What follows belongs to an exercise in optimizing a design on an open flow for small area, a short achievable clock period and few clock cycles per item; a production flow would make more cautious choices. Function was checked by simulation only, so behaviour that the tests miss may differ from the original.

==> flow/design.v (excerpt) <==
module l3cc_pll (
    input  wire        clk,
    input  wire        rst,         
    input  wire        start,       
    input  wire [31:0] target,
    input  wire [31:0] source,
    output wire        ready,
    output wire        done,        
    output wire        err,
    output wire        prescale,
    output wire        nwarn,
    output wire        ksat,
    output wire [3:0]  n,
    output wire [23:0] k,
    output wire [31:0] ndiv
);
    function [40:0] bk_carry(input [39:0] a, input [39:0] b, input cin);
        reg [39:0] g, p;
        integer i, l;
        begin
            g = a & b;
            p = a ^ b;
            for (l = 1; l < 40; l = l * 2)
                for (i = 2 * l - 1; i < 40; i = i + 2 * l) begin
                    g[i] = g[i] | (p[i] & g[i - l]);
                    p[i] = p[i] & p[i - l];
                end
            for (l = 32; l >= 1; l = l / 2)
                for (i = 3 * l - 1; i < 40; i = i + 2 * l) begin
                    g[i] = g[i] | (p[i] & g[i - l]);
                    p[i] = p[i] & p[i - l];
                end
            bk_carry = {g | (p & {40{cin}}), cin};
        end
    endfunction
    function [4:0] msb32(input [31:0] x);
        integer i, j, l;
        reg [31:0] orh;      
        reg [31:0] lead;     
        begin
            orh = x;
            for (l = 1; l < 32; l = l * 2)         
                for (i = 0; i < 32; i = i + 1)
                    if ((i / l) % 2 == 0 && (i / l + 1) * l < 32)
                        orh[i] = orh[i] | orh[(i / l + 1) * l];
            lead = x & ~{1'b0, orh[31:1]};
            for (j = 0; j < 5; j = j + 1) begin
                msb32[j] = 1'b0;
                for (i = 0; i < 32; i = i + 1)
                    if ((i >> j) & 1) msb32[j] = msb32[j] | lead[i];
            end
        end
    endfunction
    reg        busy;        
    reg        al;          
    reg        fin;         
    reg [4:0]  cnt;         
  ...
==> module l3cc_pll, before the edit <==
module l3cc_pll (
    input  wire        clk,
    input  wire        rst,         
    input  wire        start,       
    input  wire [31:0] target,
    input  wire [31:0] source,
    output wire        ready,
    output wire        done,        
    output wire        err,
    output wire        prescale,
    output wire        nwarn,
    output wire        ksat,
    output wire [3:0]  n,
    output wire [23:0] k,
    output wire [31:0] ndiv
);
    function [40:0] bk_carry(input [39:0] a, input [39:0] b, input cin);
        reg [39:0] g, p;
        integer i, l;
        begin
            g = a & b;
            p = a ^ b;
            for (l = 1; l < 40; l = l * 2)
                for (i = 2 * l - 1; i < 40; i = i + 2 * l) begin
                    g[i] = g[i] | (p[i] & g[i - l]);
                    p[i] = p[i] & p[i - l];
                end
            for (l = 32; l >= 1; l = l / 2)
                for (i = 3 * l - 1; i < 40; i = i + 2 * l) begin
                    g[i] = g[i] | (p[i] & g[i - l]);
                    p[i] = p[i] & p[i - l];
                end
            bk_carry = {g | (p & {40{cin}}), cin};
        end
    endfunction
    function [4:0] msb32(input [31:0] x);
        integer i, j, l;
        reg [31:0] orh;      
        reg [31:0] lead;     
        begin
            orh = x;
            for (l = 1; l < 32; l = l * 2)         
                for (i = 0; i < 32; i = i + 1)
                    if ((i / l) % 2 == 0 && (i / l + 1) * l < 32)
                        orh[i] = orh[i] | orh[(i / l + 1) * l];
            lead = x & ~{1'b0, orh[31:1]};
            for (j = 0; j < 5; j = j + 1) begin
                msb32[j] = 1'b0;
                for (i = 0; i < 32; i = i + 1)
                    if ((i >> j) & 1) msb32[j] = msb32[j] | lead[i];
            end
        end
    endfunction
    reg        busy;        
    reg        al;          
    reg        fin;         
    reg [4:0]  cnt;         
    reg [34:0] rem;         
    reg [33:0] d;           
    reg [56:0] q;           
    reg        pre_r;
    reg        err_r;
    reg [5:0]  e_r;         
    reg [4:0]  run;         
    wire       div = busy & ~al;
    wire       last = div & (cnt == 5'd0);
    assign ready = ~busy | last;
    wire       acc  = start & ready;
    assign done  = fin;
    wire [5:0]  e_a   = {1'b0, msb32(target)} - {1'b0, msb32(source)};
    wire        pre_l = ~ge3;
    wire [31:0] t_r   = rem[32:1];
    wire [31:0] s_r   = d[33:2];
    wire        err_l = (t_r == 32'd0) || (s_r[31:1] == 31'd0 &&
                        (s_r[0] == 1'b0 || t_r[31:3] == 29'd0 && t_r[2:0] < 3'd6));
    wire        e_neg = e_r[5];
    wire [4:0]  h_np  = e_neg ? 5'd0 : (e_r[5:1] + {4'd0, e_r[0]});
    wire        right = e_r[0] | e_neg;
    wire [32:0] d_np  = {1'b0, s_r} << {h_np, 1'b0};
    wire [32:0] d_clr = d_np & ~(33'd1 << {h_np, 1'b0});
    wire [32:0] d_pre = right ? {1'b0, d_clr[32:1]} : {d_clr[31:0], 1'b0};
    wire [32:0] s_al  = pre_l ? d_pre : d_np;
    wire [4:0]  c_np  = h_np + 5'd12;                   
    wire [4:0]  c_p   = h_np + {4'd0, ~right} + 5'd12;
    wire [4:0]  c_al  = pre_l ? c_p : c_np;
    wire [39:0] r_x   = {5'd0, rem};
    wire [39:0] d1_x  = {6'd0, d};
    wire [39:0] d2_x  = {5'd0, d, 1'b0};
    wire [40:0] c1    = bk_carry(r_x, ~d1_x, 1'b1);
    wire [40:0] c2    = bk_carry(r_x, ~d2_x, 1'b1);
    wire [39:0] cs3_s = r_x ^ ~d1_x ^ ~d2_x;
    wire [39:0] cs3_k = (r_x & ~d1_x) | (r_x & ~d2_x) | (~d1_x & ~d2_x);
    wire [39:0] cs3_b = {cs3_k[38:0], 1'b1};    
    wire [40:0] c3    = bk_carry(cs3_s, cs3_b, 1'b1);
    wire        ge1   = c1[37];
    wire        ge2   = c2[37];
    wire        ge3   = ~(cs3_s[36] ^ cs3_b[36] ^ c3[36]);   
    wire [32:0] dif1  = rem[32:0] ^ ~d1_x[32:0] ^ c1[32:0];
    wire [32:0] dif2  = rem[32:0] ^ ~d2_x[32:0] ^ c2[32:0];
    wire [32:0] dif3  = cs3_s[32:0] ^ cs3_b[32:0] ^ c3[32:0];
    wire [1:0]  qd    = ge3 ? 2'd3 : ge2 ? 2'd2 : ge1 ? 2'd1 : 2'd0;
    wire [32:0] keep  = ge3 ? dif3 : ge2 ? dif2 : ge1 ? dif1 : rem[32:0];
    always @(posedge clk) begin
        if (rst) begin
            busy <= 1'b0;
            al   <= 1'b0;
            fin  <= 1'b0;
        end else begin
            fin <= last;
            al  <= acc;
            if (acc)
                busy <= 1'b1;
            else if (last)
                busy <= 1'b0;
        end
    end
    always @(posedge clk) begin
        if (acc) begin
            rem   <= {2'b00, target, 1'b0};
            d     <= {source, 2'b00};
            e_r   <= e_a;
        end else if (al) begin
            d     <= {1'b0, s_al};
            pre_r <= pre_l;
            err_r <= err_l;
            cnt   <= c_al;
        end else if (div) begin
            rem   <= {keep, 2'b00};
            cnt   <= cnt - 5'd1;
        end
        q <= div ? {q[54:0], qd} : 57'd0;
        run <= !div ? 5'd0 : (qd == 2'd3) ? ((run[4:1] == 4'hF) ? 5'd31 : run + 5'd2) :
               {4'd0, qd[0]};
    end
    reg  [24:0] ones;
    integer     oi;
    always @* begin
        for (oi = 0; oi < 25; oi = oi + 1) ones[oi] = (run > oi);
    end
    wire        sat   = ones[24];
    assign err      = err_r;
    assign prescale = pre_r;
    assign ndiv     = q[56:25];
    assign n        = q[28:25];
    assign nwarn    = (ndiv[31:4] != 28'd0) || (ndiv[3:0] < 4'd6) || (ndiv[3:0] > 4'd12);
    assign ksat     = sat;
    assign k        = (q[24:1] ^ ones[23:0]) | {24{sat}};
endmodule
clock: 5.0 ns
lec_check: 0
cap_margin: 20
core_margin: 2
core_utilization: 60
setup_slack_margin: 1
slew_margin: 20
standard.sh (not shown) runs the stock make flow with config.mk's settings and CLKGATE_MAP_FILE= SYNTH_SCRIPT=/design/flow/synth_recipe.tcl, a recipe that flattens the netlist after the stock synthesis.
==> flow/flow/run.sh <==
#!/bin/bash
# The standard layout, with the port buffers made from the platform's
# smallest buffer (buf_1) instead of the default choice; the resizer still
# sizes them up where timing or slew needs it.
set -euo pipefail
export BUFFER_PORTS_ARGS="-buffer_cell sky130_fd_sc_hd__buf_1"
bash standard.sh > standard.log 2>&1
Testbench counts at the start, summed over its fixed seeds: cycles 25,069, items 1,600.
Rerun with:
--- a/flow/design.v
+++ b/flow/design.v
@@ -52,57 +52,60 @@
         end
     endfunction
     reg        busy;        
     reg        al;          
     reg        fin;         
     reg [4:0]  cnt;         
-    reg [34:0] rem;         
-    reg [33:0] d;           
+    reg [36:0] rem;         
+    reg [34:0] dn;          
     reg [56:0] q;           
     reg        pre_r;
     reg        err_r;
-    reg [5:0]  e_r;         
+    reg [6:0]  e1_r;        
     reg [4:0]  run;         
     wire       div = busy & ~al;
     wire       last = div & (cnt == 5'd0);
     assign ready = ~busy | last;
     wire       acc  = start & ready;
     assign done  = fin;
-    wire [5:0]  e_a   = {1'b0, msb32(target)} - {1'b0, msb32(source)};
+    wire [6:0]  e1_a  = {2'b00, msb32(target)} - {2'b00, msb32(source)} + 7'd1;
     wire        pre_l = ~ge3;
     wire [31:0] t_r   = rem[32:1];
-    wire [31:0] s_r   = d[33:2];
+    wire [31:0] s_r   = ~dn[33:2];
     wire        err_l = (t_r == 32'd0) || (s_r[31:1] == 31'd0 &&
                         (s_r[0] == 1'b0 || t_r[31:3] == 29'd0 && t_r[2:0] < 3'd6));
-    wire        e_neg = e_r[5];
-    wire [4:0]  h_np  = e_neg ? 5'd0 : (e_r[5:1] + {4'd0, e_r[0]});
-    wire        right = e_r[0] | e_neg;
+    wire [4:0]  h_np  = e1_r[6] ? 5'd0 : e1_r[5:1];       
+    wire        right = ~e1_r[0] | e1_r[6];              
     wire [32:0] d_np  = {1'b0, s_r} << {h_np, 1'b0};
     wire [32:0] d_clr = d_np & ~(33'd1 << {h_np, 1'b0});
     wire [32:0] d_pre = right ? {1'b0, d_clr[32:1]} : {d_clr[31:0], 1'b0};
     wire [32:0] s_al  = pre_l ? d_pre : d_np;
     wire [4:0]  c_np  = h_np + 5'd12;                   
     wire [4:0]  c_p   = h_np + {4'd0, ~right} + 5'd12;
     wire [4:0]  c_al  = pre_l ? c_p : c_np;
-    wire [39:0] r_x   = {5'd0, rem};
-    wire [39:0] d1_x  = {6'd0, d};
-    wire [39:0] d2_x  = {5'd0, d, 1'b0};
-    wire [40:0] c1    = bk_carry(r_x, ~d1_x, 1'b1);
-    wire [40:0] c2    = bk_carry(r_x, ~d2_x, 1'b1);
-    wire [39:0] cs3_s = r_x ^ ~d1_x ^ ~d2_x;
-    wire [39:0] cs3_k = (r_x & ~d1_x) | (r_x & ~d2_x) | (~d1_x & ~d2_x);
+    wire [39:0] r_x   = {3'd0, rem};
+    wire [39:0] n1_x  = {5'h1F, dn};             
+    wire [39:0] n2_x  = {4'hF, dn, 1'b1};        
+    wire [40:0] c1    = bk_carry(r_x, n1_x, 1'b1);
+    wire [40:0] c2    = bk_carry(r_x, n2_x, 1'b1);
+    wire [39:0] cs3_s = r_x ^ n1_x ^ n2_x;
+    wire [39:0] cs3_k = (r_x & n1_x) | (r_x & n2_x) | (n1_x & n2_x);
     wire [39:0] cs3_b = {cs3_k[38:0], 1'b1};    
     wire [40:0] c3    = bk_carry(cs3_s, cs3_b, 1'b1);
-    wire        ge1   = c1[37];
-    wire        ge2   = c2[37];
-    wire        ge3   = ~(cs3_s[36] ^ cs3_b[36] ^ c3[36]);   
-    wire [32:0] dif1  = rem[32:0] ^ ~d1_x[32:0] ^ c1[32:0];
-    wire [32:0] dif2  = rem[32:0] ^ ~d2_x[32:0] ^ c2[32:0];
-    wire [32:0] dif3  = cs3_s[32:0] ^ cs3_b[32:0] ^ c3[32:0];
-    wire [1:0]  qd    = ge3 ? 2'd3 : ge2 ? 2'd2 : ge1 ? 2'd1 : 2'd0;
-    wire [32:0] keep  = ge3 ? dif3 : ge2 ? dif2 : ge1 ? dif1 : rem[32:0];
+    wire        ge1   = c1[40];
+    wire        ge2   = c2[40];
+    wire        ge3   = ~(cs3_s[39] ^ cs3_b[39] ^ c3[39]);   
+    wire [34:0] dif1  = rem[34:0] ^ n1_x[34:0] ^ c1[34:0];
+    wire [34:0] dif2  = rem[34:0] ^ n2_x[34:0] ^ c2[34:0];
+    wire [34:0] dif3  = cs3_s[34:0] ^ cs3_b[34:0] ^ c3[34:0];
+    wire [1:0]  qd    = !div ? 2'd0 : ge3 ? 2'd3 : ge2 ? 2'd2 : ge1 ? 2'd1 : 2'd0;
+    wire        use3  = div & ~acc & ge3;
+    wire        use2  = div & ~acc & ge2;
+    wire        use1  = div & ~acc & ge1;
+    wire [34:0] keep0 = acc ? {4'd0, target[31:1]} : rem[34:0];
+    wire [34:0] keep  = use3 ? dif3 : use2 ? dif2 : use1 ? dif1 : keep0;
     always @(posedge clk) begin
         if (rst) begin
             busy <= 1'b0;
             al   <= 1'b0;
             fin  <= 1'b0;
         end else begin
@@ -112,26 +115,25 @@
                 busy <= 1'b1;
             else if (last)
                 busy <= 1'b0;
         end
     end
     always @(posedge clk) begin
+        rem <= {keep, acc & target[0], 1'b0};
         if (acc) begin
-            rem   <= {2'b00, target, 1'b0};
-            d     <= {source, 2'b00};
-            e_r   <= e_a;
+            dn    <= ~{1'b0, source, 2'b00};
+            e1_r  <= e1_a;
         end else if (al) begin
-            d     <= {1'b0, s_al};
+            dn    <= ~{s_al, 2'b00};
             pre_r <= pre_l;
             err_r <= err_l;
             cnt   <= c_al;
         end else if (div) begin
-            rem   <= {keep, 2'b00};
             cnt   <= cnt - 5'd1;
         end
-        q <= div ? {q[54:0], qd} : 57'd0;
+        q <= div ? {q[54:0], qd} : 57'd0;    
         run <= !div ? 5'd0 : (qd == 2'd3) ? ((run[4:1] == 4'hF) ? 5'd31 : run + 5'd2) :
                {4'd0, qd[0]};
     end
     reg  [24:0] ones;
     integer     oi;
     always @* begin
Result: The new run finished with timing, DRC and antenna clean. Core utilization decreases by 0.96 points. Register-to-register slack gains 0.04 ns. Maximum frequency went down by 8.5%. Final cell count stays flat. Setup slack loses 0.37 ns. Synthesized area climbs by 0.42%.
Testbench counts after the change, summed over its fixed seeds: cycles 25,069, items 1,600.

[what the ideal ports hide]
In the flow no input, the clock included, has a driving cell. The finished layouts below were timed again as built, in two steps.
Step 1: set_driving_cell puts a clkbuf_16 on clk and a buf_2 on each other input, an assumption about the parent block.
Step 2 times the ports against the registers' clock, not the clock port: input delays grow and output delays shrink by t, the midpoint of the rising clock arrivals with the driver on.
a / b / c = no drivers / after step 1 / after step 2; a / b = the first two.
run | t (ns) | setup slack, ns | worst hold slack (ns) | worst setup path at the end | latest minus earliest clock arrival (ns)
the first run | 0.487 | 0.986 / 0.986 / 0.904 | 0.450 / 0.450 / 0.450 | input to register | 0.016 / 0.016
the second run | 0.485 | 0.612 / 0.644 / 0.159 | 0.429 / 0.429 / 0.429 | input to register | 0.015 / 0.015
After both steps every run listed still meets setup and hold. For the second run, which loses most, drivers alone change the setup slack by +0.032 ns; drivers and shift together by -0.453 ns.
